What follows belongs to an exercise in optimizing a design on an open flow for small area, a short achievable clock period and few clock cycles per item; a production flow would make more cautious choices.
Where RTL was checked, it was by simulation tests only, not by an equivalence proof against the original.
Only the layout flow was run in runs 1 and 7; the RTL was not checked for function there.
Power and IR drop assume default switching activity.

**flow/design.v**
```verilog
`timescale 1ns/1ps
module nova16_alu (
    input  wire        clk,
    input  wire        rst,         
    input  wire        in_valid,
    output wire        in_ready,
    input  wire [7:0]  op,          
    input  wire        w16,         
    input  wire [15:0] a,           
    input  wire [15:0] b,           
    input  wire [11:0] flags_in,
    output reg         out_valid,
    output reg  [15:0] result,
    output reg         wr,          
    output reg         div_fault,   
    output reg  [11:0] flags_out
);
    localparam FS = 1, FV = 2, FC = 6, FZ = 7, FP = 8;
    function automatic [16:0] smear(input [16:0] x);
        reg [16:0] t;
        begin
            t = x | (x >> 1);
            t = t | (t >> 2);
            t = t | (t >> 4);
            t = t | (t >> 8);
            smear = t | (t >> 16);
        end
    endfunction
    function automatic [4:0] topbit(input [16:0] t);
        reg [16:0] h;
        begin
            h = t & ~(t >> 1);
            topbit = {h[16], |(h[15:0] & 16'hFF00), |(h[15:0] & 16'hF0F0),
                      |(h[15:0] & 16'hCCCC), |(h[15:0] & 16'hAAAA)};
        end
    endfunction
    function automatic [16:0] ksadd(input [16:0] x, input [16:0] y, input ci);
        reg [16:0] g, p, gg, pp, g2, p2;
        integer i, d;
        begin
            g = x & y;
            p = x ^ y;
            gg = g;
            pp = p;
            gg[0] = g[0] | (p[0] & ci);
            for (d = 1; d < 17; d = d * 2) begin
                g2 = gg;
                p2 = pp;
                for (i = d; i < 17; i = i + 1) begin
                    g2[i] = gg[i] | (pp[i] & gg[i-d]);
                    p2[i] = pp[i] & pp[i-d];
                end
                gg = g2;
                pp = p2;
            end
            ksadd = p ^ {gg[15:0], ci};
        end
    endfunction
    reg        v1, w;
    reg        c_as, c_sub, c_one, c_lg, c_sh, c_bt, c_mul, c_div, c_lng;
    reg [1:0]  o;               
    reg [15:0] A, B;
    reg [11:0] F;
    wire [15:0] in_mask = w16 ? 16'hFFFF : 16'h00FF;
    wire        i_bt    = op[5];
    wire [3:0]  i_c     = op[3:0];
    reg        p2, it, finz, fin;   
    reg        cpre, nn;
    reg        sub, yb, y2;         
    reg        q_and, q_or, q_ub, q_um, q_inv, q_one;    
    reg        r_rgt;               
    reg [3:0]  r_amt;               
    reg        imul, idiv;          
    reg        xa, xb;              
    reg [3:0]  cnt;
    reg [16:0] R;                   
    reg        hz, hm;              
    reg  rdy;
    wire ready = !v1 || !c_lng || fin;
    assign in_ready = rdy;
    wire p1 = v1 && c_lng && !p2 && !it && !finz;
    wire [15:0] mW = w ? 16'hFFFF : 16'h00FF;
    wire sa = w ? A[15] : A[7];
    wire sb = w ? B[15] : B[7];
    wire [3:0] k = {w & B[3], B[2:0]};
    function automatic [2:0] booth(input [2:0] d);
        begin
            booth = {d[2] & ~(d[1] & d[0]), d[1] ^ d[0], (d == 3'b011) || (d == 3'b100)};
        end
    endfunction
    wire [16:0] vA = {A ^ ({16{xa}} & mW), 1'b1};
    wire [16:0] vB = {B ^ ({16{xb}} & mW), 1'b1};
    wire [16:0] tA = smear(vA);
    wire [16:0] tB = smear(vB);
    wire        lt = |(tB & ~tA);               
    wire [4:0]  hA = topbit(tA);
    wire [4:0]  hB = topbit(tB);
    wire [4:0]  hM = lt ? hA : hB;
    wire [4:0]  hd = hA - hB;
    wire [3:0]  cnt1 = c_mul ? {1'b0, hM[3:1]} : hd[3:0];
    wire        az   = (A == 16'd0);
    wire        bz   = (B == 16'd0);
    wire        zq   = c_mul ? (az | bz) : (lt | bz);
    wire [15:0] Xs   = lt ? B : A;
    wire [16:0] Ash  = {A, 1'b0};
    wire [16:0] Bsh  = {B, 1'b0};
    wire [2:0]  dgA  = Ash[{hA[3:1], 1'b0} +: 3];
    wire [2:0]  dgB  = Bsh[{hB[3:1], 1'b0} +: 3];
    wire [2:0]  dig1 = lt ? dgA : dgB;                    
    wire        one1 = lt ? (hA[3:1] == 3'd0) : (hB[3:1] == 3'd0);
    wire [18:0] Mq   = {A, 3'b000};
    wire [2:0]  dign = Mq[{cnt[2:0], 1'b0} +: 3];         
    wire [3:0]  amt = p2 ? ~cnt : r_amt;
    wire [15:0] rx  = (w || p2) ? A : {A[7:0], A[7:0]};
    wire [15:0] rin = (r_rgt && !p2) ? {rx[14:0], rx[15]} : rx;
    wire [31:0] rr  = {rin, rin} << amt;
    wire [15:0] rot = rr[31:16];
    wire [15:0] lm  = ~(16'hFFFF << amt);       
    wire [15:0] Y     = ({16{yb}} & B) | ({16{y2}} & {B[14:0], 1'b0}) | {15'd0, c_one};
    wire [16:0] op1   = idiv ? {R[15:0], A[15]} : (imul ? {1'b0, R[13:0], 2'b00} : {1'b0, A});
    wire [16:0] op2   = {17{sub}} ^ {1'b0, Y};
    wire [16:0] S     = ksadd(op1, op2, sub);
    wire [15:0] zx  = op1[15:0] ^ op2[15:0];
    wire [15:0] zo  = op1[15:0] | op2[15:0];
    wire [15:0] zv  = ~(zx ^ {zo[14:0], sub});
    wire        zS  = (&zv[7:0]) && (!w || (&zv[15:8]));
    wire        c16   = S[16] ^ sub;
    wire        fill  = (yb | y2) && (sub ? !B[15] : B[15]);
    wire [1:0]  r2    = R[15:14];
    wire        e0_c0 = fill ? (r2 == 2'd1) : (r2 == 2'd0);
    wire        e0_c1 = fill && (r2 == 2'd0);
    wire        em_c0 = fill && (r2 == 2'd0);
    wire        e4_c1 = !fill && (r2 == 2'd3);
    wire        e3_c0 = !fill && (r2 == 2'd3);
    wire        e3_c1 = fill ? (r2 == 2'd3) : (r2 == 2'd2);
    wire        H0_c0 = hz & e0_c0;
    wire        H0_c1 = (hz & e0_c1) | (hm & e4_c1);
    wire        H1_c0 = (hz & em_c0) | (hm & e3_c0);
    wire        H1_c1 = hm & e3_c1;
    wire        Hn0   = c16 ? H0_c1 : H0_c0;
    wire        Hn1   = c16 ? H1_c1 : H1_c0;
    wire        mhi0  = w ? Hn0 : (S[15:8] == 8'h00);
    wire        mul_c = cpre | (nn & !mhi0);
    wire        mul_v = w ? (S[15] ? !Hn1 : !Hn0) : (S[15:8] != {8{S[7]}});
    wire        take  = !S[16];
    wire [15:0] qn    = {A[14:0], take};
    wire [15:0] bm  = 16'd1 << k;
    wire [15:0] Y2  = ({16{q_ub}} & B) | ({16{q_um}} & (bm ^ {16{q_inv}})) | {16{q_one}};
    wire [15:0] L   = q_and ? (A & Y2) : (q_or ? (A | Y2) : (A ^ Y2));
    wire [15:0] shm = o[1] ? 16'hFFFF : (!o[0] ? (16'hFFFF << k) : (mW >> k));
    wire last_mul = fin && it && c_mul;
    wire last_div = fin && it && c_div;
    wire s_add    = c_as || last_mul;
    wire fault    = finz && c_div && (B == 16'd0);
    wire [15:0] rl = mW & (({16{c_sh}} & rot & shm) | ({16{c_lg | c_bt}} & L));
    wire [15:0] r  = rl | (mW & (({16{last_div}} & qn) | ({16{s_add}} & S[15:0])));
    wire sy     = w ? Y[15] : Y[7];
    wire ssum   = w ? S[15] : S[7];
    wire add_v  = c_sub ? ((sa != sy) && (ssum != sa)) : ((sa == sy) && (ssum != sa));
    wire add_c  = w ? S[16] : S[8];
    wire kz     = (k == 4'd0);
    wire sh_c   = !o[0] ? rot[0] : (w ? rot[15] : rot[7]);
    wire rz     = (rl == 16'd0);
    wire rs     = w ? rl[15] : rl[7];
    wire rp     = ~^rl[7:0];
    wire zsp_r  = c_lg || (c_sh && !kz);        
    wire keep_f = (c_sh && kz) || fault;        
    wire bt_z   = (o == 2'd0) ? !rot[0] : (o == 2'd1 ? 1'b0 : (o == 2'd2 ? 1'b1 : rot[0]));
    wire z_new = (zsp_r & rz) | (s_add & zS) | (last_div & (A[14:0] == 15'd0) & !take) |
                 (c_bt & bt_z) | (finz & !fault);
    wire s_new = (zsp_r & rs) | (s_add & ssum) | (last_div & (w ? A[14] : A[6]));
    wire p_new = (zsp_r & rp) | (s_add & ~^S[7:0]) | (last_div & ~^qn[7:0]) | (finz & !fault);
    wire c_new = (c_as & add_c) | (last_mul & mul_c) | (c_sh & sh_c);
    wire v_new = (c_as & add_v) | (last_mul & mul_v);
    wire set_zsp = !keep_f && !c_bt;
    wire set_cv  = !keep_f && !c_bt && !c_sh;
    reg [11:0] f;
    always @* begin
        f = F;
        if (!keep_f) f[FZ] = z_new;
        if (set_zsp) begin
            f[FS] = s_new;
            f[FP] = p_new;
        end
        if (set_zsp) f[FC] = c_new;
        if (set_cv)  f[FV] = v_new;
    end
    wire o_wr = !keep_f && !(c_as && o == 2'd3) && !(c_bt && o == 2'd0);
    wire done = v1 && (!c_lng || fin);
    wire fin_nx = p1 ? (zq || (c_mul && one1)) :
                  p2 ? (cnt == 4'd0) : (cnt == 4'd1);
    wire i_lng  = !i_bt && (i_c == 4'h3 || i_c == 4'h4);
    wire i_rgt  = i_bt || (i_c[3:2] == 2'b11 && i_c[0]);
    wire [3:0] i_k = {w16 & b[3], b[2:0]};
    always @(posedge clk) begin
        out_valid <= !rst && done;
        result    <= r;
        wr        <= o_wr;
        div_fault <= fault;
        flags_out <= f;
        if (rst) begin
            v1   <= 1'b0;
            p2   <= 1'b0;
            it   <= 1'b0;
            finz <= 1'b0;
            fin  <= 1'b0;
        end else if (ready) begin
            v1   <= in_valid;
            p2   <= 1'b0;
            it   <= 1'b0;
            finz <= 1'b0;
            fin  <= 1'b0;
        end else if (p1) begin
            finz <= zq;
            p2   <= !zq && c_div;
            it   <= !zq && c_mul;
            fin  <= fin_nx;
        end else if (p2) begin
            p2   <= 1'b0;
            it   <= 1'b1;
            fin  <= fin_nx;
        end else if (it) begin
            fin  <= fin_nx;
        end
        rdy <= rst || (ready ? (!in_valid || !i_lng) : fin_nx);
        r_rgt <= i_rgt;
        r_amt <= i_rgt ? ~i_k : i_k;
        q_and <= (!i_bt && i_c == 4'h8) || (i_bt && op[1:0] == 2'd2);
        q_or  <= (op[1:0] == 2'd1);
        q_ub  <= !i_bt && op[1:0] != 2'd3;
        q_um  <= i_bt;
        q_inv <= i_bt && op[1:0] == 2'd2;
        q_one <= !i_bt && op[1:0] == 2'd3;
        if (rst || ready) begin
            imul <= 1'b0;
            idiv <= 1'b0;
        end else if (p1) begin
            imul <= !zq && c_mul;
        end else if (p2) begin
            idiv <= 1'b1;
        end
        if (ready) begin
            w     <= w16;
            xa    <= !i_bt && i_c == 4'h3 && (w16 ? a[15] : a[7]);
            xb    <= !i_bt && i_c == 4'h3 && (w16 ? b[15] : b[7]);
            c_as  <= !i_bt && (i_c == 4'h1 || i_c == 4'h2 || i_c == 4'h5 || i_c == 4'h6 || i_c == 4'h7);
            c_sub <= !i_bt && (i_c == 4'h2 || i_c == 4'h6 || i_c == 4'h7);
            c_one <= !i_bt && (i_c == 4'h5 || i_c == 4'h6);
            sub   <= !i_bt && (i_c == 4'h2 || i_c == 4'h6 || i_c == 4'h7);
            yb    <= !(!i_bt && (i_c == 4'h5 || i_c == 4'h6));
            y2    <= 1'b0;
            c_lg  <= !i_bt && i_c[3:2] == 2'b10;
            c_sh  <= !i_bt && i_c[3:2] == 2'b11;
            c_bt  <= i_bt;
            c_mul <= !i_bt && i_c == 4'h3;
            c_div <= !i_bt && i_c == 4'h4;
            c_lng <= i_lng;
            o     <= op[1:0];
            A     <= a & in_mask;
            B     <= b & in_mask;
            F     <= flags_in;
        end else if (p1) begin
            cnt  <= cnt1;
            if (c_mul) begin
                A <= lt ? A : B;                        
                B <= w ? Xs : {{8{Xs[7]}}, Xs[7:0]};    
            end
            R    <= 17'd0;
            hz   <= 1'b1;
            hm   <= 1'b0;
            if (c_mul)
                {sub, yb, y2} <= booth(dig1);
            else
                {sub, yb, y2} <= 3'b110;
            cpre <= (sa && B[15:1] != 15'd0) || (sb && A[15:1] != 15'd0);
            nn   <= !sa && !sb;
        end else if (p2) begin
            A <= rot & ~lm;
            R <= {1'b0, rot & lm};
        end else if (it) begin
            cnt  <= cnt - 4'd1;
            R    <= S;
            if (c_mul) begin
                hz   <= Hn0;
                hm   <= Hn1;
                {sub, yb, y2} <= booth(dign);
            end else begin
                sub <= take;
                A   <= qn;
            end
        end
    end
endmodule
```
**flow/flow/run.sh**
```bash
#!/bin/bash
# The standard layout (the standard.sh: ORFS synthesis to finish, same
# settings and constraints), with repair_timing asked to leave extra setup
# slack so that it also works on paths that already meet the 13 ns clock,
# and with plain buffers (instead of delay cells) on the ports.
set -euo pipefail
bash standard.sh SETUP_SLACK_MARGIN=9.0 "BUFFER_PORTS_ARGS=-buffer_cell sky130_fd_sc_hd__buf_2" finish > standard.log 2>&1
```
**flow/standard.sh**
```bash
#!/bin/bash
# synth_recipe.tcl (not shown) runs the flow's synth.tcl, then flattens the netlist and writes it again
# the make line also repeats each setting of config.mk as NAME=value (left out here)
make -C /OpenROAD-flow-scripts/flow DESIGN_CONFIG=/design/flow/config.mk WORK_HOME=/design/flow/orfs CLKGATE_MAP_FILE= SYNTH_SCRIPT=/design/flow/synth_recipe.tcl "${@:-finish}"
```
**flow/config.mk**
```make
export PLATFORM = sky130hd
export DESIGN_NAME = nova16_alu
export DESIGN_NICKNAME = nova16_alu
export VERILOG_FILES = /design/flow/design.v
export SDC_FILE = /design/flow/constraint.sdc
export NUM_CORES = 4
export LEC_CHECK = 0
export CAP_MARGIN = 20
export CORE_MARGIN = 2
export CORE_UTILIZATION = 40
export SLEW_MARGIN = 20
```
**flow/constraint.sdc**
```tcl
create_clock -name core_clock -period 13.0 [get_ports {clk}]
set_input_delay 2.6000 -clock core_clock [delete_from_list [all_inputs] [get_ports {clk}]]
set_output_delay 2.6000 -clock core_clock [all_outputs]
set_load 0.01 [all_outputs]
```
==> results of run 1 <==
cell families after synthesis:
logic type | count (synthesis) | synth area share (%)
AND/OR/NAND/NOR | 579 | 20.1
adder cells (fa/ha/maj) | 80 | 7.22
multiplexers | 110 | 9.06
AO/OA/AOI/OAI | 512 | 25.1
XOR/XNOR | 96 | 6.07
flip-flops | 135 | 25.2
buffers and inverters | 261 | 7.32
sequential cells by signal, indices dropped and copies added (netlist names), 2 cells and up:
register and cells:
cnt 4, result 16, A 16, o 2, B 16, r_amt 4
R 16, flags_out 12, F 12
where the power goes:
part	internal [mW]	switching (mW)	total, mW	leakage (nW)
Combinational	0.363	0.567	0.930	5.33
Clock	0.276	0.241	0.517	0.294
Sequential	0.489	0.0209	0.510	1.31
Total	1.13	0.828	1.96	6.93
metal layers:
metal  part of all wire, %  up-vias  wire (µm)  track usage (%)
met5                     0        -          0                0
met3                    11      280       6850             8.02
li1                      -     6704          -                -
met4                   7.2        0       4480             20.1
met1                    39     7184      24000             41.7
met2                    43      987      26700             50.7
final timing paths:
| check | depth (start not counted) | to | slack, ns | from |
|---|---|---|---|---|
| hold reg to reg | 0 | flags_out[4] | 0.35 | F[4] |
| hold / removal | 0 | flags_out[4] | 0.35 | F[4] |
| setup / recovery | 15 | flags_out[7] | 8.94 | A[5] |
| setup reg to reg | 15 | flags_out[7] | 8.94 | A[5] |
worst max-delay path, stage by stage, from the launching register on:
cell and delay (ns):
edfxtp_1 0.36, buf_4 0.24, inv_1 0.46, a31oi_1 0.17, o221ai_1 0.36, mux2i_1 0.22, mux2i_1 0.18, buf_4 0.19
mux2i_2 0.13, a32oi_2 0.29, ha_1 0.19, nand4_1 0.12, a211o_1 0.23, or4_1 0.40, nand4bb_1 0.22, o22ai_2 0.19
final cells by class:
cell class                      instances  area share [%]
Inverter                               99            2.28
Clock buffer                           17            2.51
Timing Repair Buffer                  233            10.4
Antenna cell                            1          0.0147
Sequential cell                       135            21.0
Multi-Input combinational cell       1378            59.4
Tap cell                              455            3.35
Clock inverter                         15            1.05
stage by stage:
step	setup slack (ns)	hold slack [ns]	util [%]	instance area, µm²
floorplan	9.03	0.323	-	14100
global placement	7.90	0.324	42.5	14700
detailed placement	7.92	0.328	42.6	14700
CTS	8.83	0.348	46.3	16000
global route	8.86	0.350	49.0	17000
finish	8.94	0.345	49.0	17000
layout by cell type (no fill, tap or decap), types with 11 or more instances in the layout:
master     synthesis  final
buf_4              5    130
edfxtp_1          84     84
dfxtp_1           51     45
and2_1            21     18
xor2_1            36     33
a2bb2oi_1         12     11
o31ai_1           14     13
nor2_1           121    116
mux2i_1           83     73
or3_1             13     13
a22oi_1           28     23
a221o_1           18     18
inv_1             96     91
ha_1              78     73
o21ai_0          123    113
mux4_2            12     12
a31oi_1           15     12
o21a_1            11     11
a211oi_1          18     16
a21o_1            20     18
clkbuf_16          0     22
nand2_1          183    181
o221ai_1          13     12
and3_1            15     14
buf_2             19     84
o211ai_1          19     19
o22ai_1           15     14
a221oi_1          12     11
o21ai_1           13     19
nor3_1            48     42
nand3_1           68     66
xnor2_1           59     55
nand4_1           25     25
a21oi_1           82     79
repair_timing:
| item | CTS | global route |
|---|---|---|
| setup endpoints to repair | 55 | 48 |
| setup buffers | 45 | 56 |
| pin swaps | 5 | 27 |
| resized for setup | 66 | 84 |
| cloned | 1 | 6 |
==> impl_metrics.ini, run 1 <==
[outcome]
status = timing/DRC/antenna clean

[logic_synthesis]
synth.most_common_cell = nand2_1
syn_inst = 1773
synth_top_area_share_pct = 17.9
avgSynthCellArea_um2 = 7.94
ys_seq_area_share_pct = 25.2
synth_nets = 1909
synth_edf_count = 84
yosys_warnings = 1
yosysUniqueCellTypes = 98
async_reset_ff_share_pct = 0
yosys_register_bits = 135
yosys-top-cells-count = nand2_1, o21ai_0, nor2_1
yosys.area.top_type = edfxtp_1
syn_area_um2 = 14100
synthTopCellsByArea = edfxtp_1, dfxtp_1, ha_1
synthFlopType = edfxtp_1

[grt]
grt_usage_pct = 33.0
grt_max_degree = 68
grt_pass1_wl_um = 89200
antenna_found_initial = 3
grt_pass1_vias = 14197
grt_overflow = 0

[floorplan]
rows = 68
die_width_um = 192
io_pins = 88
start_util_pct = 40.7
core-area_um2 = 34600
dieArea_um2 = 36700
die_y_um = 192

[sta]
finalClockSkew_ns = 0.0135
period_needed_ns = 4.06
fmax_mhz = 246
tns_ns = 0
maxSlewHeadroom_pct = 26.7
grt_setup_unrepaired = yes
finalHoldViolations = 0
finalMaxSlewViolations = 0
worst_pin_slew_ns = 1.07
fin_crit_sh_pct = 31.3
setup_viol = 0

[pwr]
total_leakage_power_nw = 6.93
total_power_mw = 1.96
power-per-cell-area_nw_per_um2 = 115
ir_drop_mv = 0.0751

[layout]
fin_cells = 2333
fillers = 3375
multi_input_area_um2 = 10100
regArea_um2 = 3560
area_growth_pct = 20.6
layout-drive-gt1-share_pct = 21.9
fin_nets = 2000

[placed_design]
portBuffers = 84
dp_hpwl_um = 42700
place_congestion = 0.991
dp.cells = 2192

[clocking]
cts_hold_buf = 0
path_clk_slew_ns = 0.07
clkSinkCount = 135
root_buffer = clkbuf_16
cts_tree = yes
cts_buffers = 17
cts.path.max_buffers = 2
clk_latency_ns = 0.45
h-tree-depth = 4

[detailed_routing]
drc = 0
routed_via_density = 6.50
ant_nets = 0
post_drt_wl_per_cell_um = 26.6
vias = 15155
drt-initial-drc-count = 2017
dr.pass1.iters = 6
routed_wl_um = 62100

[critical_path]
critPathKind = flop to flop
critPathMaxFanout = 18
arrival_ns = 4.41
start_kind = flop
crit_path_end_kind = flop
required_ns = 13.35

[worst_hold_path]
hold_path.class = flop to flop

[job]
maxCapViolations = 0
==> inputs of run 2 (changes only) <==
--- a/flow/design.v
+++ b/flow/design.v
@@ -67,9 +67,6 @@
     reg        p2, it, finz, fin;   
     reg        cpre, nn;
     reg        sub, yb, y2;         
-    reg        q_and, q_or, q_ub, q_um, q_inv, q_one;    
-    reg        r_rgt;               
-    reg [3:0]  r_amt;               
     reg        imul, idiv;          
     reg        xa, xb;              
     reg [3:0]  cnt;
@@ -110,9 +107,10 @@
     wire        one1 = lt ? (hA[3:1] == 3'd0) : (hB[3:1] == 3'd0);
     wire [18:0] Mq   = {A, 3'b000};
     wire [2:0]  dign = Mq[{cnt[2:0], 1'b0} +: 3];         
-    wire [3:0]  amt = p2 ? ~cnt : r_amt;
+    wire        rgt = (c_sh && o[0]) || c_bt;
+    wire [3:0]  amt = p2 ? ~cnt : (rgt ? ~k : k);
     wire [15:0] rx  = (w || p2) ? A : {A[7:0], A[7:0]};
-    wire [15:0] rin = (r_rgt && !p2) ? {rx[14:0], rx[15]} : rx;
+    wire [15:0] rin = (rgt && !p2) ? {rx[14:0], rx[15]} : rx;
     wire [31:0] rr  = {rin, rin} << amt;
     wire [15:0] rot = rr[31:16];
     wire [15:0] lm  = ~(16'hFFFF << amt);       
@@ -145,8 +143,10 @@
     wire        take  = !S[16];
     wire [15:0] qn    = {A[14:0], take};
     wire [15:0] bm  = 16'd1 << k;
-    wire [15:0] Y2  = ({16{q_ub}} & B) | ({16{q_um}} & (bm ^ {16{q_inv}})) | {16{q_one}};
-    wire [15:0] L   = q_and ? (A & Y2) : (q_or ? (A | Y2) : (A ^ Y2));
+    wire        l_and = c_bt ? (o == 2'd2) : (o == 2'd0);
+    wire        l_or  = (o == 2'd1);
+    wire [15:0] Y2  = c_bt ? ((o == 2'd2) ? ~bm : bm) : ((o == 2'd3) ? 16'hFFFF : B);
+    wire [15:0] L   = l_and ? (A & Y2) : (l_or ? (A | Y2) : (A ^ Y2));
     wire [15:0] shm = o[1] ? 16'hFFFF : (!o[0] ? (16'hFFFF << k) : (mW >> k));
     wire last_mul = fin && it && c_mul;
     wire last_div = fin && it && c_div;
@@ -190,8 +190,6 @@
     wire fin_nx = p1 ? (zq || (c_mul && one1)) :
                   p2 ? (cnt == 4'd0) : (cnt == 4'd1);
     wire i_lng  = !i_bt && (i_c == 4'h3 || i_c == 4'h4);
-    wire i_rgt  = i_bt || (i_c[3:2] == 2'b11 && i_c[0]);
-    wire [3:0] i_k = {w16 & b[3], b[2:0]};
     always @(posedge clk) begin
         out_valid <= !rst && done;
         result    <= r;
@@ -223,14 +221,6 @@
             fin  <= fin_nx;
         end
         rdy <= rst || (ready ? (!in_valid || !i_lng) : fin_nx);
-        r_rgt <= i_rgt;
-        r_amt <= i_rgt ? ~i_k : i_k;
-        q_and <= (!i_bt && i_c == 4'h8) || (i_bt && op[1:0] == 2'd2);
-        q_or  <= (op[1:0] == 2'd1);
-        q_ub  <= !i_bt && op[1:0] != 2'd3;
-        q_um  <= i_bt;
-        q_inv <= i_bt && op[1:0] == 2'd2;
-        q_one <= !i_bt && op[1:0] == 2'd3;
         if (rst || ready) begin
             imul <= 1'b0;
             idiv <= 1'b0;
==> run 2 against run 1 <==
Still clean on timing, DRC and antenna. Combinational power decreased by 1%. Total power shrank 4.4%. Synthesized area is 2.3% lower. Critical path type unchanged. Highest routed layer unchanged.
==> impl_metrics.ini, run 2 <==
[sta]
fin_crit_sh_pct = 30.9
setup_viol = 0
fmax_mhz = 249
maxSlewHeadroom_pct = 26.4
worst_pin_slew_ns = 1.10
finalClockSkew_ns = 0.0162
finalHoldViolations = 0
whs_ns = 0.346
grt_setup_unrepaired = yes
finalMaxSlewViolations = 0
tns_ns = 0
period_needed_ns = 4.01

[job]
maxCapViolations = 0

[logic_synthesis]
yosys_register_bits = 124
synth_top_area_share_pct = 18.3
syn_area_um2 = 13800
ys_seq_area_share_pct = 24.2
avgSynthCellArea_um2 = 7.80
yosys_warnings = 1
synth.most_common_cell = nand2_1
syn_inst = 1764
synthTopCellsByArea = edfxtp_1, ha_1, dfxtp_1
yosys.area.top_type = edfxtp_1
yosysUniqueCellTypes = 103
synth_edf_count = 84
synth_nets = 1900
async_reset_ff_share_pct = 0
yosys-top-cells-count = nand2_1, nor2_1, o21ai_0
synthFlopType = edfxtp_1

[clocking]
cts_tree = yes
clk_latency_ns = 0.45
root_buffer = clkbuf_16
path_clk_slew_ns = 0.06
cts_hold_buf = 0
cts_buffers = 17
clkSinkCount = 124
cts.path.max_buffers = 2
h-tree-depth = 4

[placed_design]
dp.cells = 2188
dp_hpwl_um = 41400
portBuffers = 84
place_congestion = 0.978

[grt]
grt_usage_pct = 33.2
grt_max_degree = 81
grt_pass1_vias = 14019
antenna_found_initial = 1
grt_overflow = 0
grt_pass1_wl_um = 89000

[layout]
mostFrequentLayoutCells = nand2_1, nor2_1, buf_4
fin_nets = 2004
area_growth_pct = 21.4
fillers = 3304
final_common_cell = nand2_1
multi_input_area_um2 = 9910
layout-drive-gt1-share_pct = 22.5
fin_cells = 2329
diodes = 0
regArea_um2 = 3330

[critical_path]
rrSetupSlack_ns = 8.99
cpMaxStageDelayCell = edfxtp_1
critPathKind = flop to flop
crit_path_end_kind = flop
crit_chain = buf_4 > clkbuf_16 > buf_4 > mux2i_1 > a22oi_1 > and3_1 > mux2i_4 > nand2_1 > o21a_2 > a21oi_2 > o32a_1 > ha_2 > nand4_1 > or2_4 > a21oi_2 > a311oi_1 > a31oi_1 > a41o_1
r2r-end = flags_out[7]
cpPeakStageDelay_ns = 0.46
arrival_ns = 4.38
required_ns = 13.37
start_kind = flop
r2r-start = w
critPathMaxFanout = 5
reg2regPathDepth = 18

[pwr]
power-per-cell-area_nw_per_um2 = 112
ir_drop_mv = 0.109
total_power_mw = 1.87
total_leakage_power_nw = 6.86

[outcome]
status = timing/DRC/antenna clean

[floorplan]
io_pins = 88
core-area_um2 = 33700
dieArea_um2 = 35900
start_util_pct = 40.8
die_y_um = 189
rows = 67
die_width_um = 189

[detailed_routing]
post_drt_wl_per_cell_um = 26.5
drc = 0
dr.pass1.iters = 6
vias = 15285
drt-initial-drc-count = 2206
routed_via_density = 6.56
routed_wl_um = 61700
ant_nets = 0

[worst_hold_path]
min_to = flags_out[4]
hold_path.class = flop to flop
hold_depth = 0
min_from = F[4]
==> run 2: worst max path at each step <==
stage,cells past startpoint,start,slack [ns],end
after floorplan,16,B[2],9.06,flags_out[6]
after global placement,15,c_bt,8.09,flags_out[7]
after detailed placement,16,c_bt,8.02,flags_out[7]
after CTS,16,p2,8.97,flags_out[7]
after global routing,13,A[9],8.84,yb
final,18,w,8.99,flags_out[7]
==> run 2: kinds of logic after synthesis <==
kind of cell    share of synthesized area, %
compound gates                          26.7
xor+xnor                                6.09
fa+ha+maj                               7.38
buf+inv                                 7.36
flops                                   24.2
mux                                     8.12
simple gates                            20.2
==> run 2: critical path: cells and delay by family, from the launching register on <==
kind / cells / cell delay, ns
compound gates: 8 / 1.45
fa+ha+maj: 1 / 0.18
buf+inv: 3 / 0.50
flops: 1 / 0.46
mux: 2 / 0.58
simple gates: 4 / 0.76
==> run 2: cell type report <==
| type | count | share of cell area (%) |
|---|---|---|
| flip-flops and latches | 124 | 20.0 |
| clock inverters | 13 | 0.779 |
| inverters | 92 | 2.12 |
| multi-input cells | 1393 | 59.3 |
| clock buffers | 19 | 2.65 |
| repair buffers | 240 | 11.8 |
| well taps | 448 | 3.36 |
==> run 2: where the power goes <==
group          leakage (nW)  internal (mW)  switching, mW
Combinational          5.36          0.371          0.547
Sequential             1.21          0.454         0.0180
Clock                 0.282          0.273          0.206
==> run 2: per-stage QoR <==
step	utilization (%)	cell area, µm²	setup WS, ns
after floorplan	-	13800	9.06
after global placement	42.9	14400	8.09
after detailed placement	42.9	14400	8.02
after CTS	46.9	15800	8.97
after global routing	49.6	16700	8.84
final	49.6	16700	8.99
==> run 2: what timing repair did <==
action                     in CTS  in global routing
pin swaps                      11                 26
setup buffers                  41                 58
resized for setup              66                 71
gates cloned                    6                  4
setup endpoints to repair      38                 17
==> run 2: metal layers <==
layer	vias up	share of wire (%)	track usage, %
li1	6676	-	-
met3	269	12	7.69
met2	1116	42	49.8
met1	7224	39	43.8
met5	-	0	0
met4	0	6.7	18.8
Testbench counts of run 2, summed over its fixed seeds: cycles 10,466, ops 8,000.
==> inputs of run 3 (changes only) <==
==> flow/flow/run.sh (replaced) <==
#!/bin/bash
# The standard layout (the standard.sh: ORFS synthesis to finish, same
# settings and constraints), with repair_timing asked to leave extra setup
# slack so that it also works on paths that already meet the 13 ns clock,
# and with plain buffers (instead of delay cells) on the ports.
set -euo pipefail
bash standard.sh SETUP_SLACK_MARGIN=8.5 "BUFFER_PORTS_ARGS=-buffer_cell sky130_fd_sc_hd__buf_2" finish > standard.log 2>&1
==> run 3 against run 2 <==
Still clean. Core utilization down 4.4 points. Synthesized area unchanged. Maximum frequency down 11%. Worst setup slack worse by 0.50 ns. Final cell count down 4.0%. Non-clock buffer count down 91. First-iteration DRC count down 7.1%. Via count down 4.7%. Total power down 5.7%. Die area unchanged. Critical path type unchanged.
==> impl_metrics.ini, run 3 <==
[placed_design]
portBuffers = 84
dp_hpwl_um = 41500
place_congestion = 1.03
dpl_worst_slack_ns = 8.04

[critical_path]
path_buf_inv = 1
arrival_ns = 4.88
crit_top_cell = a21oi_1
crit_path_end_kind = flop
start_kind = flop
critPathMaxFanout = 31
r2r-start = B[0]
required_ns = 13.37
cpMaxStageDelayCell = nor2_1
critPathKind = flop to flop
cpPeakStageDelay_ns = 0.57
critPathTopFamily = compound AO/OA/AOI/OAI gates
crit_chain = buf_4 > nor2_1 > o2111ai_1 > and3_1 > mux2i_1 > nand2_1 > o21a_1 > a21oi_1 > o32a_1 > ha_1 > nand4_1 > or2_2 > a21oi_1 > a311oi_1 > a31oi_1 > a41o_1
reg2regPathDepth = 16
rrSetupSlack_ns = 8.49
r2r-end = flags_out[7]

[logic_synthesis]
synth_nets = 1900
yosysUniqueCellTypes = 103
yosys.area.top_type = edfxtp_1
syn_inst = 1764
synthFlopType = edfxtp_1
synthTopCellsByArea = edfxtp_1, ha_1, dfxtp_1
avgSynthCellArea_um2 = 7.80
synth_top_area_share_pct = 18.3
yosys_register_bits = 124
synth.most_common_cell = nand2_1
yosys-top-cells-count = nand2_1, nor2_1, o21ai_0
ys_seq_area_share_pct = 24.2
yosys_warnings = 1
synth_edf_count = 84
async_reset_ff_share_pct = 0
syn_area_um2 = 13800

[floorplan]
core-area_um2 = 33700
die_width_um = 189
io_pins = 88
dieArea_um2 = 35900
die_y_um = 189
rows = 67
start_util_pct = 40.8

[grt]
grt_pass1_wl_um = 84800
grt_max_degree = 54
grt_usage_pct = 31.5
antenna_found_initial = 0
grt_overflow = 0
grt_pass1_vias = 13619

[sta]
maxSlewHeadroom_pct = 28.2
fin_crit_sh_pct = 34.7
finalHoldViolations = 0
fmax_mhz = 222
period_needed_ns = 4.51
grt_setup_unrepaired = yes
finalClockSkew_ns = 0.0171
setup_viol = 0
tns_ns = 0
setup_slack_ns = 8.49
worst_pin_slew_ns = 1.08
finalMaxSlewViolations = 0

[layout]
layout-drive-gt1-share_pct = 15.0
area_growth_pct = 10.7
mostFrequentLayoutCells = nand2_1, nor2_1, o21ai_0
fin_nets = 1912
final_common_cell = nand2_1
diodes = 0

[pwr]
ir_drop_mv = 0.112
power-per-cell-area_nw_per_um2 = 116
total_leakage_power_nw = 6.21

[detailed_routing]
routed_via_density = 6.51
dr.pass1.iters = 7
drc = 0
vias = 14567
drt-initial-drc-count = 2050
ant_nets = 0
post_drt_wl_per_cell_um = 25.7
routed_wl_um = 57500

[clocking]
clk_latency_ns = 0.44
root_buffer = clkbuf_16
h-tree-depth = 4
cts_buffers = 17
path_clk_slew_ns = 0.06
cts.path.max_buffers = 2
clkSinkCount = 124
cts_hold_buf = 0
cts_tree = yes

[worst_hold_path]
min_from = F[5]
min_to = flags_out[5]
hold_path.class = flop to flop
hold_depth = 0

[outcome]
status = timing/DRC/antenna clean

[job]
maxCapViolations = 0
[run 3: routing by layer]
layer	GRT usage, %	wire length [µm]
met5	0	0
met4	16.1	3270
met3	6.86	6590
met2	47.5	24400
met1	42.3	23300
[run 3: final cells by class]
| cell class | count | area [µm²] |
|---|---|---|
| Clock buffer | 18 | 439 |
| Clock inverter | 14 | 154 |
| Fill cell | 3431 | 18500 |
| Inverter | 92 | 350 |
| Multi-Input combinational cell | 1392 | 9460 |
| Sequential cell | 124 | 3330 |
| Tap cell | 448 | 561 |
| Timing Repair Buffer | 149 | 937 |
[run 3: worst register-to-register path: stages (launching register included)]
cell and delay, ns:
edfxtp_1 0.37, buf_4 0.29, nor2_1 0.58, o2111ai_1 0.33, and3_1 0.23, mux2i_1 0.34
nand2_1 0.10, o21a_1 0.23, a21oi_1 0.44, o32a_1 0.27, ha_1 0.16, nand4_1 0.14
or2_2 0.34, a21oi_1 0.19, a311oi_1 0.07, a31oi_1 0.21, a41o_1 0.16
[run 3: per-stage QoR]
stage	hold WS, ns	instances	power, mW	cell area [µm²]	util, %
after floorplan	0.323	1764	1.01	13800	-
after global placement	0.328	2188	1.23	14400	42.9
after detailed placement	0.329	2188	1.24	14400	42.9
after CTS	0.349	2231	1.74	15200	45.0
after global routing	0.362	2237	1.84	15200	45.2
final	0.345	2237	1.76	15200	45.2
[run 3: power breakdown]
part / switching [mW] / internal [mW]
combinational: 0.491 / 0.297
clock: 0.217 / 0.277
sequential: 0.0265 / 0.455
total: 0.734 / 1.03
[run 3: repair_timing]
action                     in CTS  in global routing
hold endpoints to repair        0                  0
pin swaps                       0                  4
buffers inserted               11                  6
resized for setup               6                 13
setup endpoints to repair       4                  7
[run 3: cell families after synthesis]
kind of cell	share of synthesized area, %
simple gates	20.2
compound gates	26.7
buf+inv	7.36
flops	24.2
mux	8.12
xor+xnor	6.09
fa+ha+maj	7.38
[run 3: worst max path at each step]
stage | slack, ns | endpoint | cells past startpoint | start
finish | 8.49 | flags_out[7] | 16 | B[0]
global route | 8.42 | flags_out[7] | 17 | o[0]
CTS | 8.55 | flags_out[7] | 16 | c_bt
detailed placement | 8.04 | flags_out[7] | 16 | c_bt
global placement | 8.09 | flags_out[7] | 16 | c_bt
floorplan | 8.96 | flags_out[6] | 16 | B[2]
==> inputs of run 4 (changes only) <==
==> flow/flow/run.sh (replaced) <==
#!/bin/bash
# The standard layout (the standard.sh: ORFS synthesis to finish, same
# settings and constraints), with repair_timing asked to leave extra setup
# slack so that it also works on paths that already meet the 13 ns clock,
# and with plain buffers (instead of delay cells) on the ports.
set -euo pipefail
bash standard.sh SETUP_SLACK_MARGIN=9.5 "BUFFER_PORTS_ARGS=-buffer_cell sky130_fd_sc_hd__buf_2" finish > standard.log 2>&1
==> run 4 against run 3 <==
Still clean on timing, DRC and antenna. Sequential power is 2% lower. Combinational power is 41% higher. Register-to-register slack gained 0.58 ns. Design area up 22%. Critical path depth decreased by 4. Sequential share of layout area decreased by 3.7 points. First-iteration DRC count is 16% higher. Critical path type unchanged. Highest routed layer unchanged.
==> impl_metrics.ini, run 4 <==
[logic_synthesis]
ys_seq_area_share_pct = 24.2
yosys_warnings = 1
synthFlopType = edfxtp_1
syn_inst = 1764
avgSynthCellArea_um2 = 7.80
synth_nets = 1900
async_reset_ff_share_pct = 0
synth.most_common_cell = nand2_1
yosys_register_bits = 124
synthTopCellsByArea = edfxtp_1, ha_1, dfxtp_1
yosys.area.top_type = edfxtp_1
synth_edf_count = 84
syn_area_um2 = 13800
synth_top_area_share_pct = 18.3
yosysUniqueCellTypes = 103
yosys-top-cells-count = nand2_1, nor2_1, o21ai_0

[detailed_routing]
ant_nets = 0
drt-initial-drc-count = 2386
dr.pass1.iters = 10
vias = 15941
routed_via_density = 6.60
drc = 0
routed_wl_um = 68200
post_drt_wl_per_cell_um = 28.2

[critical_path]
crit_path_end_kind = flop
arrival_ns = 4.31
critPathKind = flop to flop
required_ns = 13.37
start_kind = flop
critPathMaxFanout = 10

[floorplan]
start_util_pct = 40.8
core-area_um2 = 33700
rows = 67
die_y_um = 189
dieArea_um2 = 35900
io_pins = 88
die_width_um = 189

[sta]
fin_crit_sh_pct = 30.2
tns_ns = 0
fmax_mhz = 254
finalHoldViolations = 0
grt_setup_unrepaired = yes
worst_pin_slew_ns = 1.09
maxSlewHeadroom_pct = 27.1
finalMaxSlewViolations = 0
period_needed_ns = 3.93
setup_viol = 0
setup_slack_ns = 9.07
whs_ns = 0.343
finalClockSkew_ns = 0.0132

[pwr]
total_leakage_power_nw = 7.54
power-per-cell-area_nw_per_um2 = 112
total_power_mw = 2.07
ir_drop_mv = 0.102

[clocking]
clk_latency_ns = 0.46
h-tree-depth = 4
cts.path.max_buffers = 2
root_buffer = clkbuf_16
clkSinkCount = 124
cts_tree = yes
cts_hold_buf = 0
cts_buffers = 17
path_clk_slew_ns = 0.06

[layout]
fin_nets = 2090
mostFrequentLayoutCells = buf_4, nand2_1, nor2_1
layout-drive-gt1-share_pct = 31.8
fin_cells = 2416
post-route-util_pct = 54.9
area_growth_pct = 34.5
final_common_cell = buf_4
stdcell_area_um2 = 18500

[outcome]
status = timing/DRC/antenna clean

[grt]
grt_pass1_wl_um = 98300
grt_overflow = 0
grt_usage_pct = 36.9
grt_max_degree = 59
grt_pass1_vias = 15102
antenna_found_initial = 2

[placed_design]
place_congestion = 0.985
dp.cells = 2187
dpl_worst_slack_ns = 7.80
portBuffers = 84
dp_hpwl_um = 43500
place_area_um2 = 14500

[worst_hold_path]
hold_path.class = flop to flop

[job]
maxCapViolations = 0
==> run 4: cell counts after synthesis <==
Identical to the previous run, type by type.
==> run 4: path summary, 6_finish.rpt <==
kind	start	end	slack, ns	cells after the start
min reg2reg	F[5]	flags_out[5]	0.34	0
max reg2reg	cnt[1]	flags_out[7]	9.07	12
max	cnt[1]	flags_out[7]	9.07	12
min	F[5]	flags_out[5]	0.34	0
==> run 4: metal layers <==
layer / up-vias / GRT usage, % / share of wire [%]
met5: - / 0 / 0
met4: 0 / 23.1 / 7.6
met3: 336 / 10.2 / 12
met2: 1176 / 54.9 / 42
met1: 7557 / 47.2 / 38
li1: 6872 / - / -
==> run 4: logic make-up after synthesis <==
logic type,share of synthesized area (%)
multiplexers,8.12
buffers and inverters,7.36
flip-flops,24.2
AO/OA/AOI/OAI,26.7
XOR/XNOR,6.09
adder cells (fa/ha/maj),7.38
AND/OR/NAND/NOR,20.2
==> run 4: worst max-delay path, stage by stage (launching register included) <==
cell	delay [ns]
edfxtp_1	0.56
nor2_1	0.90
nor2_4	0.11
buf_4	0.21
o211a_2	0.30
a221oi_4	0.39
o22a_1	0.23
ha_2	0.18
nand4_1	0.12
or2_4	0.30
nor2_1	0.07
nor4b_2	0.21
a41o_1	0.27
==> run 4: cell type report <==
class,instances,area [µm²]
fillers,3143,15200
inverters,92,352
well taps,448,561
diodes,1,2.50
clock inverters,12,110
multi-input cells,1397,10800
repair buffers,322,2860
flip-flops and latches,124,3350
clock buffers,20,458
==> run 4: power by group <==
part / switching [mW] / internal [mW]
sequential: 0.0156 / 0.455
clock: 0.213 / 0.276
combinational: 0.629 / 0.481
==> run 4: what timing repair did <==
item	4_1_cts	5_1_grt
pin swaps	60	72
endpoints found under the setup margin	119	73
gates resized for setup	228	146
gates cloned	14	2
setup buffers	143	37
==> inputs of run 5 (changes only) <==
==> flow/flow/run.sh (replaced) <==
#!/bin/bash
# The standard layout (the standard.sh: ORFS synthesis to finish, same
# settings and constraints), with repair_timing asked to leave extra setup
# slack so that it also works on paths that already meet the 13 ns clock.
set -euo pipefail
bash standard.sh SETUP_SLACK_MARGIN=8.0 finish > standard.log 2>&1
==> run 5 against run 4 <==
Still clean on timing, DRC and antenna. Via count is 9.5% lower. Clock skew up 0.0048 ns. Count of clock-buffer cells in the layout is 2 lower. Sequential power rose by 3%. Critical path type unchanged. Largest cell class unchanged. Highest routed layer unchanged.
==> impl_metrics.ini, run 5 <==
[worst_hold_path]
hold_path.class = flop to flop

[critical_path]
crit_path_end_kind = flop
required_ns = 13.38
arrival_ns = 5.26
critPathMaxFanout = 46
start_kind = flop
critPathKind = flop to flop

[layout]
regArea_um2 = 3320
fin_nets = 1902
fillers = 3386
layout-drive-gt1-share_pct = 9.27
area_growth_pct = 12.5
diodes = 0
mostFrequentLayoutCells = nand2_1, nor2_1, o21ai_0
multi_input_area_um2 = 9440
final_common_cell = nand2_1
post-route-util_pct = 45.9
stdcell_area_um2 = 15500

[clocking]
cts_buffers = 17
path_clk_slew_ns = 0.07
cts.path.max_buffers = 2
cts_hold_buf = 0
cts_tree = yes
h-tree-depth = 4
clkSinkCount = 124
clk_latency_ns = 0.46
root_buffer = clkbuf_16

[sta]
maxSlewHeadroom_pct = 31.5
fin_crit_sh_pct = 37.5
finalHoldViolations = 0
grt_setup_unrepaired = no
worst_pin_slew_ns = 1.03
setup_slack_ns = 8.13
period_needed_ns = 4.87
setup_viol = 0
tns_ns = 0
finalMaxSlewViolations = 0
finalClockSkew_ns = 0.0180
fmax_mhz = 205

[floorplan]
die_width_um = 189
core-area_um2 = 33700
io_pins = 88
die_y_um = 189
rows = 67
start_util_pct = 40.8
dieArea_um2 = 35900

[logic_synthesis]
synth_nets = 1900
yosys.area.top_type = edfxtp_1
ys_seq_area_share_pct = 24.2
synth_top_area_share_pct = 18.3
yosysUniqueCellTypes = 103
synthTopCellsByArea = edfxtp_1, ha_1, dfxtp_1
synthAdderAreaFrac_pct = 7.38
synth-compound-area-share_pct = 26.7
synthMuxAreaShare_pct = 8.12
synth.most_common_cell = nand2_1
synthFlopType = edfxtp_1
synth_edf_count = 84
synth_xor_xnor_area_share_pct = 6.09
syn_area_um2 = 13800
async_reset_ff_share_pct = 0
yosys-top-cells-count = nand2_1, nor2_1, o21ai_0
avgSynthCellArea_um2 = 7.80
synth_top_family_by_area = compound AO/OA/AOI/OAI gates
yosys_warnings = 1
synth-simple-area-share_pct = 20.2
syn_inst = 1764
yosys_register_bits = 124

[detailed_routing]
drt-initial-drc-count = 1998
dr.pass1.iters = 6
vias = 14429
routed_via_density = 6.48
ant_nets = 0
drc = 0
post_drt_wl_per_cell_um = 25.6
routed_wl_um = 57000

[pwr]
power-per-cell-area_nw_per_um2 = 113
total_leakage_power_nw = 6.12
total_power_mw = 1.76
ir_drop_mv = 0.101

[grt]
grt_pass1_wl_um = 84100
grt_max_degree = 90
grt_overflow = 0
grt_pass1_vias = 13275
antenna_found_initial = 0
grt_usage_pct = 31.3

[placed_design]
dp_hpwl_um = 41300
portBuffers = 84
dpl_worst_slack_ns = 8.05
place_area_um2 = 14900
place_congestion = 0.983

[outcome]
status = timing/DRC/antenna clean

[job]
maxCapViolations = 0
[run 5: cell counts after synthesis]
Identical to the previous run, type by type.
[run 5: layer usage]
layer	GRT usage (%)	wire (µm)	vias to the layer above
met2	47.1	24200	893
met1	42.1	24100	6905
met5	0	0	-
li1	-	-	6466
met4	14.9	2800	0
met3	7.34	5890	165
[run 5: what timing repair did]
| item | CTS | global route |
|---|---|---|
| buffers inserted | 0 | 9 |
| setup endpoints to repair | 0 | 2 |
| resized for setup | 0 | 2 |
[run 5: where the power goes]
part	total (mW)	switching [mW]	internal [mW]
registers	0.483	0.0278	0.455
logic	0.807	0.492	0.315
clock network	0.468	0.213	0.255
[run 5: logic make-up after synthesis]
| group | after synthesis |
|---|---|
| xor+xnor | 91 |
| fa+ha+maj | 80 |
| flops | 124 |
| compound gates | 535 |
| simple gates | 583 |
| mux | 103 |
| buf+inv | 248 |
[run 5: metrics by stage]
| step | hold slack (ns) | instances |
|---|---|---|
| finish | 0.338 | 2227 |
| global route | 0.349 | 2227 |
| CTS | 0.345 | 2218 |
| detailed placement | 0.329 | 2186 |
| global placement | 0.327 | 2186 |
| floorplan | 0.323 | 1764 |
[run 5: path summary, 6_finish.rpt]
path         cells after the start            to  slack [ns]  start
min reg2reg                      0  flags_out[5]        0.34   F[5]
min                              0  flags_out[5]        0.34   F[5]
max                             16  flags_out[7]        8.13   c_bt
max reg2reg                     16  flags_out[7]        8.13   c_bt
[run 5: final cells by class]
| type | instances | area share, % |
|---|---|---|
| multi-input combinational | 1392 | 61.0 |
| sequential | 124 | 21.5 |
| timing repair buffer | 139 | 8.10 |
| tap | 448 | 3.62 |
| clock buffer | 18 | 2.84 |
| inverter | 92 | 2.24 |
| clock inverter | 14 | 0.760 |
[run 5: worst max-delay path, stage by stage (launching register included)]
cell	delay, ns
edfxtp_1	0.36
buf_4	0.30
a21oi_4	0.20
buf_4	0.24
mux2i_1	0.31
nand2_1	0.58
o221ai_1	0.50
mux2i_1	0.16
mux2i_1	0.53
a311oi_1	0.11
a21oi_1	0.22
ha_1	0.19
nand4_1	0.13
or2_2	0.33
nor2_1	0.08
nor4b_1	0.26
a41o_1	0.26
==> inputs of run 6 (changes only) <==
==> flow/flow/run.sh (replaced) <==
#!/bin/bash
# The standard layout (the standard.sh: ORFS synthesis to finish, same
# settings and constraints), with repair_timing asked to leave extra setup
# slack so that it also works on paths that already meet the 13 ns clock.
set -euo pipefail
bash standard.sh SETUP_SLACK_MARGIN=8.5 finish > standard.log 2>&1
==> run 6 against run 5 <==
Maximum frequency rose by 9.6%. Register-to-register slack improved by 0.43 ns. Final cell count barely moved. Worst hold slack got worse by 0.00088 ns. Combinational power rose by 1%. Highest routed layer unchanged.
==> impl_metrics.ini, run 6 <==
[sta]
finalMaxSlewViolations = 0
fin_crit_sh_pct = 34.2
grt_setup_unrepaired = yes
finalClockSkew_ns = 0.0183
tns_ns = 0
setup_viol = 0
period_needed_ns = 4.44
fmax_mhz = 225
worst_pin_slew_ns = 1.06
maxSlewHeadroom_pct = 29.5
finalHoldViolations = 0

[detailed_routing]
ant_nets = 0
drt-initial-drc-count = 2140
vias = 14493
routed_via_density = 6.50
dr.pass1.iters = 8
routed_wl_um = 57000
drc = 0
post_drt_wl_per_cell_um = 25.6

[logic_synthesis]
yosysUniqueCellTypes = 103
avgSynthCellArea_um2 = 7.80
syn_inst = 1764
synthFlopType = edfxtp_1
yosys_register_bits = 124
ys_seq_area_share_pct = 24.2
async_reset_ff_share_pct = 0
syn_area_um2 = 13800
synthTopCellsByArea = edfxtp_1, ha_1, dfxtp_1
yosys-top-cells-count = nand2_1, nor2_1, o21ai_0
synth_nets = 1900
synth_top_area_share_pct = 18.3
yosys.area.top_type = edfxtp_1
synth.most_common_cell = nand2_1
synth_edf_count = 84
yosys_warnings = 1

[floorplan]
die_y_um = 189
core-area_um2 = 33700
rows = 67
die_width_um = 189
dieArea_um2 = 35900
start_util_pct = 40.8
io_pins = 88

[layout]
fin_nets = 1903
area_growth_pct = 13.2
post-route-util_pct = 46.2
fin_cells = 2228
mostFrequentLayoutCells = nand2_1, nor2_1, o21ai_0
final_common_cell = nand2_1
diodes = 0
layout-drive-gt1-share_pct = 10.1

[pwr]
total_leakage_power_nw = 6.14
ir_drop_mv = 0.102
power-per-cell-area_nw_per_um2 = 113

[outcome]
status = timing/DRC/antenna clean

[placed_design]
dp.cells = 2186
portBuffers = 84
dp_hpwl_um = 41300
place_congestion = 0.983

[grt]
grt_max_degree = 90
grt_usage_pct = 31.3
antenna_found_initial = 1
grt_pass1_vias = 13313
grt_pass1_wl_um = 84300
grt_overflow = 0

[critical_path]
path_buf_inv = 1
critPathKind = flop to flop
cpPeakStageDelay_ns = 0.61
crit_chain = buf_4 > a21o_1 > o21ai_2 > a222oi_1 > mux2i_1 > a22oi_2 > mux2i_2 > a311oi_1 > a21oi_1 > ha_1 > nand4_1 > or2_2 > a21oi_1 > a311oi_1 > a31oi_1 > a41o_1
arrival_ns = 4.77
crit_path_end_kind = flop
cpMaxStageDelayCell = a222oi_1
critPathTopFamily = compound AO/OA/AOI/OAI gates
critPathMaxFanout = 28
start_kind = flop
required_ns = 13.32

[clocking]
root_buffer = clkbuf_16
cts_tree = yes
cts_hold_buf = 0
path_clk_slew_ns = 0.07
cts_buffers = 17
cts.path.max_buffers = 2
clk_latency_ns = 0.46
clkSinkCount = 124
h-tree-depth = 4

[worst_hold_path]
hold_path.class = flop to flop

[job]
maxCapViolations = 0
## run 6: layout make-up
cell class              count  area, µm²
flip-flops and latches    124       3330
fillers                  3390      18100
inverters                  92        350
multi-input cells        1392       9480
repair buffers            140       1300
clock inverters            14        118
clock buffers              18        439
well taps                 448        561
## run 6: routing by layer
metal	vias to the layer above	GRT usage, %	wire length, µm
met5	-	0	0
li1	6475	-	-
met1	6881	42.2	23500
met4	0	15.5	2920
met2	950	47.2	24300
met3	187	6.91	6240
## run 6: cells by family (layout without fill, tap and decap cells)
| group | after synthesis | count (layout) | share of synthesized area [%] |
|---|---|---|---|
| xor gates and xnor gates | 91 | 91 | 6.09 |
| DFF | 124 | 124 | 24.2 |
| and+or+nand+nor | 583 | 583 | 20.2 |
| AOI/OAI and AO/OA | 535 | 535 | 26.7 |
| muxes | 103 | 103 | 8.12 |
| adders and majority gates | 80 | 80 | 7.38 |
| buffers and inverters | 248 | 264 | 7.36 |
## run 6: power by group
group          internal [mW]  total (mW)  switching [mW]
Combinational          0.319       0.818           0.499
Clock                  0.255       0.469           0.214
Sequential             0.455       0.480          0.0248
## run 6: stage by stage
step	area (µm²)	power (mW)	hold WS (ns)	setup slack, ns
detailed placement	14900	1.26	0.329	8.05
global placement	14900	1.26	0.327	8.06
finish	15600	1.77	0.337	8.56
global route	15600	1.84	0.348	8.45
floorplan	13800	1.01	0.323	8.96
CTS	15500	1.74	0.345	8.46
## run 6: timing repair
action,CTS,global route
pin swaps,0,2
resized for setup,3,22
buffers inserted,5,5
setup endpoints to repair,3,17
## run 6: path summary, 6_finish.rpt
| check | startpoint | to | slack [ns] | cells past startpoint |
|---|---|---|---|---|
| worst min register to register | F[5] | flags_out[5] | 0.34 | 0 |
| worst max register to register | o[0] | flags_out[7] | 8.56 | 16 |
| worst max-delay path | o[0] | flags_out[7] | 8.56 | 16 |
| worst min-delay path | F[5] | flags_out[5] | 0.34 | 0 |
==> inputs of run 7 (changes only) <==
--- a/flow/design.v
+++ b/flow/design.v
@@ -67,7 +67,7 @@
     reg        p2, it, finz, fin;   
     reg        cpre, nn;
     reg        sub, yb, y2;         
-    reg        imul, idiv;          
+    reg [16:0] O1, O2;              
     reg        xa, xb;              
     reg [3:0]  cnt;
     reg [16:0] R;                   
@@ -80,6 +80,11 @@
     wire sa = w ? A[15] : A[7];
     wire sb = w ? B[15] : B[7];
     wire [3:0] k = {w & B[3], B[2:0]};
+    function automatic [16:0] opnd2(input s, input p1x, input p2x, input one, input [15:0] x);
+        begin
+            opnd2 = {17{s}} ^ {1'b0, ({16{p1x}} & x) | ({16{p2x}} & {x[14:0], 1'b0}) | {15'd0, one}};
+        end
+    endfunction
     function automatic [2:0] booth(input [2:0] d);
         begin
             booth = {d[2] & ~(d[1] & d[0]), d[1] ^ d[0], (d == 3'b011) || (d == 3'b100)};
@@ -114,9 +119,8 @@
     wire [31:0] rr  = {rin, rin} << amt;
     wire [15:0] rot = rr[31:16];
     wire [15:0] lm  = ~(16'hFFFF << amt);       
-    wire [15:0] Y     = ({16{yb}} & B) | ({16{y2}} & {B[14:0], 1'b0}) | {15'd0, c_one};
-    wire [16:0] op1   = idiv ? {R[15:0], A[15]} : (imul ? {1'b0, R[13:0], 2'b00} : {1'b0, A});
-    wire [16:0] op2   = {17{sub}} ^ {1'b0, Y};
+    wire [16:0] op1   = O1;
+    wire [16:0] op2   = O2;
     wire [16:0] S     = ksadd(op1, op2, sub);
     wire [15:0] zx  = op1[15:0] ^ op2[15:0];
     wire [15:0] zo  = op1[15:0] | op2[15:0];
@@ -154,7 +158,7 @@
     wire fault    = finz && c_div && (B == 16'd0);
     wire [15:0] rl = mW & (({16{c_sh}} & rot & shm) | ({16{c_lg | c_bt}} & L));
     wire [15:0] r  = rl | (mW & (({16{last_div}} & qn) | ({16{s_add}} & S[15:0])));
-    wire sy     = w ? Y[15] : Y[7];
+    wire sy     = (w ? O2[15] : O2[7]) ^ sub;
     wire ssum   = w ? S[15] : S[7];
     wire add_v  = c_sub ? ((sa != sy) && (ssum != sa)) : ((sa == sy) && (ssum != sa));
     wire add_c  = w ? S[16] : S[8];
@@ -190,6 +194,29 @@
     wire fin_nx = p1 ? (zq || (c_mul && one1)) :
                   p2 ? (cnt == 4'd0) : (cnt == 4'd1);
     wire i_lng  = !i_bt && (i_c == 4'h3 || i_c == 4'h4);
+    wire i_one  = !i_bt && (i_c == 4'h5 || i_c == 4'h6);
+    wire i_sub  = !i_bt && (i_c == 4'h2 || i_c == 4'h6 || i_c == 4'h7);
+    wire [15:0] Xe = w ? Xs : {{8{Xs[7]}}, Xs[7:0]};    
+    wire [2:0]  bd1 = booth(dig1);
+    wire [2:0]  bdn = booth(dign);
+    always @(posedge clk) begin
+        if (ready) begin
+            O1 <= {1'b0, a & in_mask};
+            O2 <= opnd2(i_sub, !i_one, 1'b0, i_one, b & in_mask);
+        end else if (p1) begin
+            O1 <= 17'd0;
+            O2 <= opnd2(bd1[2], bd1[1], bd1[0], 1'b0, Xe);
+        end else if (p2) begin
+            O1 <= {rot & lm, rot[15]};
+            O2 <= ~{1'b0, B};
+        end else if (c_mul) begin
+            O1 <= {1'b0, S[13:0], 2'b00};
+            O2 <= opnd2(bdn[2], bdn[1], bdn[0], 1'b0, B);
+        end else begin
+            O1 <= {S[15:0], A[14]};
+            O2 <= opnd2(take, 1'b1, 1'b0, 1'b0, B);
+        end
+    end
     always @(posedge clk) begin
         out_valid <= !rst && done;
         result    <= r;
@@ -221,23 +248,15 @@
             fin  <= fin_nx;
         end
         rdy <= rst || (ready ? (!in_valid || !i_lng) : fin_nx);
-        if (rst || ready) begin
-            imul <= 1'b0;
-            idiv <= 1'b0;
-        end else if (p1) begin
-            imul <= !zq && c_mul;
-        end else if (p2) begin
-            idiv <= 1'b1;
-        end
         if (ready) begin
             w     <= w16;
             xa    <= !i_bt && i_c == 4'h3 && (w16 ? a[15] : a[7]);
             xb    <= !i_bt && i_c == 4'h3 && (w16 ? b[15] : b[7]);
             c_as  <= !i_bt && (i_c == 4'h1 || i_c == 4'h2 || i_c == 4'h5 || i_c == 4'h6 || i_c == 4'h7);
             c_sub <= !i_bt && (i_c == 4'h2 || i_c == 4'h6 || i_c == 4'h7);
-            c_one <= !i_bt && (i_c == 4'h5 || i_c == 4'h6);
-            sub   <= !i_bt && (i_c == 4'h2 || i_c == 4'h6 || i_c == 4'h7);
-            yb    <= !(!i_bt && (i_c == 4'h5 || i_c == 4'h6));
+            c_one <= i_one;
+            sub   <= i_sub;
+            yb    <= !i_one;
             y2    <= 1'b0;
             c_lg  <= !i_bt && i_c[3:2] == 2'b10;
             c_sh  <= !i_bt && i_c[3:2] == 2'b11;
@@ -253,13 +272,13 @@
             cnt  <= cnt1;
             if (c_mul) begin
                 A <= lt ? A : B;                        
-                B <= w ? Xs : {{8{Xs[7]}}, Xs[7:0]};    
+                B <= Xe;
             end
             R    <= 17'd0;
             hz   <= 1'b1;
             hm   <= 1'b0;
             if (c_mul)
-                {sub, yb, y2} <= booth(dig1);
+                {sub, yb, y2} <= bd1;
             else
                 {sub, yb, y2} <= 3'b110;
             cpre <= (sa && B[15:1] != 15'd0) || (sb && A[15:1] != 15'd0);
@@ -273,7 +292,7 @@
             if (c_mul) begin
                 hz   <= Hn0;
                 hm   <= Hn1;
-                {sub, yb, y2} <= booth(dign);
+                {sub, yb, y2} <= bdn;
             end else begin
                 sub <= take;
                 A   <= qn;
==> run 7 against run 6 <==
Combinational power is 42% higher. Critical path depth grew 1. Count of clock-buffer cells in the layout decreased by 1. Maximum frequency is 1.2% lower. Design area rose by 18%. Flip-flop and latch count increased by 17. Core utilization rose by 2.8 points. Synthesized area grew 11%. Routed wire length rose by 26%. Critical endpoint is now O2[6]. Largest cell class unchanged.
==> impl_metrics.ini, run 7 <==
[detailed_routing]
post_drt_wl_per_cell_um = 27.6
drt-initial-drc-count = 2585
ant_nets = 0
routed_via_density = 6.57
vias = 17069
routed_wl_um = 71700
drc = 0
dr.pass1.iters = 6

[clocking]
cts.path.max_buffers = 2
root_buffer = clkbuf_16
path_clk_slew_ns = 0.06
cts_tree = yes
cts_buffers = 17
h-tree-depth = 4
clk_latency_ns = 0.46
clkSinkCount = 141

[logic_synthesis]
yosys_warnings = 1
yosysUniqueCellTypes = 105
synth_top_area_share_pct = 13.6
syn_inst = 1995
async_reset_ff_share_pct = 0
synthTopCellsByArea = edfxtp_1, dfxtp_1, ha_1
synth_edf_count = 69
synth.most_common_cell = nor2_1
synthFlopType = dfxtp_1
yosys.area.top_type = edfxtp_1
avgSynthCellArea_um2 = 7.63
yosys_register_bits = 141
ys_seq_area_share_pct = 23.1
syn_area_um2 = 15200
yosys-top-cells-count = nor2_1, nand2_1, a21oi_1
synth_nets = 2132

[sta]
grt_setup_unrepaired = yes
finalClockSkew_ns = 0.0147
tns_ns = 0
period_needed_ns = 4.50
worst_pin_slew_ns = 0.963
whs_ns = 0.341
maxSlewHeadroom_pct = 35.7
setup_viol = 0
finalMaxSlewViolations = 0
fin_crit_sh_pct = 34.6
fmax_mhz = 222
finalHoldViolations = 0

[critical_path]
required_ns = 13.35
critPathKind = flop to flop
cpMaxStageDelayCell = a2111o_1
crit_path_end_kind = flop
crit_top_cell = o211ai_1
cpPeakStageDelay_ns = 0.48
arrival_ns = 4.84
reg2regPathDepth = 17
critPathMaxFanout = 8
crit_chain = buf_12 > buf_16 > a2111o_1 > nor3_4 > o22ai_2 > or2_4 > o211ai_1 > buf_4 > o21ai_0 > o211ai_1 > o21a_1 > ha_4 > clkinvlp_4 > a221o_2 > nor2_2 > a311oi_2 > o21ai_2
start_kind = flop

[grt]
grt_overflow = 0
grt_usage_pct = 34.7
top_usage_layer = met2
grt_max_degree = 56
grt_use_met1_pct = 46.7
antenna_found_initial = 2
grt_pass1_wl_um = 100000
grt_pass1_vias = 15113
use_met3_pct = 6.90
met2_usage_pct = 52.0

[floorplan]
core-area_um2 = 37600
rows = 71
die_y_um = 199
io_pins = 88
start_util_pct = 40.5
dieArea_um2 = 39700
die_width_um = 199

[pwr]
power-per-cell-area_nw_per_um2 = 120
total_leakage_power_nw = 7.18
ir_drop_mv = 0.0913

[layout]
diodes = 0
fin_nets = 2210
largestRegisters = O1 (17), O2 (17)
area_growth_pct = 20.9
final_common_cell = nor2_1
mostFrequentLayoutCells = nor2_1, nand2_1, a21oi_1
post-route-util_pct = 49.0
layout-drive-gt1-share_pct = 16.2

[worst_hold_path]
hold_depth = 0
hold_path.class = flop to flop

[outcome]
status = timing/DRC/antenna clean

[placed_design]
place_congestion = 1.03
dp_hpwl_um = 48900
portBuffers = 84

[job]
maxCapViolations = 0
[run 7: stage by stage]
step | area [µm²] | total power, mW | instances | setup WS, ns
2_1_floorplan | 15200 | 1.18 | 1995 | 8.55
3_3_place_gp | 16300 | 1.46 | 2465 | 7.34
3_5_place_dp | 16300 | 1.47 | 2465 | 7.26
4_1_cts | 17500 | 2.04 | 2531 | 8.51
5_1_grt | 18400 | 2.29 | 2597 | 8.36
6_report | 18400 | 2.21 | 2597 | 8.50
[run 7: metal layers]
layer | routed length, µm | vias up
met1 | 28600 | 8041
li1 | - | 7479
met3 | 8070 | 309
met2 | 30200 | 1240
met5 | 0 | -
met4 | 4870 | 0
[run 7: repair_timing]
action,in CTS,in global routing
gates resized for setup,60,81
hold buffers,0,0
endpoints found under the setup margin,48,22
pin swaps,10,34
buffers inserted,31,59
gates cloned,3,7
[run 7: kinds of logic after synthesis]
family / Yosys count / synth area share, %
compound gates: 648 / 28.9
xor+xnor: 113 / 6.69
fa+ha+maj: 81 / 6.80
buf+inv: 275 / 7.53
flops: 141 / 23.1
mux: 96 / 6.85
simple gates: 641 / 20.2
[run 7: final cells by class]
class	instances	area, µm²
timing repair buffer	226	2090
multi-input combinational	1581	11100
timing repair inverter	1	7.51
sequential	141	3520
tap	511	639
inverter	105	417
clock buffer	17	425
fill	3724	19200
clock inverter	15	185
[run 7: critical path: cells and delay by family, from the launching register on]
kind            cells  cell delay (ns)
simple gates        3             0.70
buf+inv             4             0.72
fa+ha+maj           1             0.17
compound gates      9             2.35
flops               1             0.43
[run 7: final timing paths]
check,startpoint,endpoint,slack [ns]
worst max-delay path,w,O2[6],8.50
worst min-delay path,F[5],flags_out[5],0.34
worst max register to register,w,O2[6],8.50
worst min register to register,F[5],flags_out[5],0.34
[run 7: where the power goes]
| group | switching [mW] | internal (mW) | total (mW) |
|---|---|---|---|
| Sequential | 0.0316 | 0.501 | 0.533 |
| Clock | 0.216 | 0.304 | 0.520 |
| Combinational | 0.696 | 0.464 | 1.16 |
| Total | 0.944 | 1.27 | 2.21 |

## separate check: timing with driven ports
In the flow no input, the clock included, has a driving cell. The finished layouts below were timed again as built, in two steps. Step 1: set_driving_cell puts a clkbuf_16 on clk and a buf_2 on each other input, an assumption about the parent block. Step 2 times the ports against the registers' clock, not the clock port: input delays grow and output delays shrink by t, the midpoint of the rising clock arrivals with the driver on. Three values: ideal, step 1, step 2; two values: the first two.
run	t (ns)	setup slack, ns	hold slack, ns	worst setup path after step 2	worst slew at a driven data input, ns
run 1	0.489	8.937 / 8.937 / 8.856	0.345 / 0.345 / 0.345	input to register	0.05
run 2	0.496	8.988 / 8.988 / 8.988	0.346 / 0.346 / 0.346	register to register	0.03
run 3	0.486	8.490 / 8.490 / 8.490	0.345 / 0.345 / 0.345	register to register	0.04
run 4	0.499	9.068 / 9.068 / 9.068	0.343 / 0.343 / 0.343	register to register	0.04
run 5	0.502	8.129 / 8.129 / 8.129	0.338 / 0.338 / 0.338	register to register	0.04
run 6	0.498	8.557 / 8.557 / 8.557	0.337 / 0.337 / 0.337	register to register	0.04
run 7	0.504	8.504 / 8.504 / 8.123	0.341 / 0.341 / 0.341	input to register	0.05
After both steps every run listed still meets setup and hold. The setup slack of run 7, which loses most, moves by 0.000 ns with the drivers and by -0.381 ns with both steps.
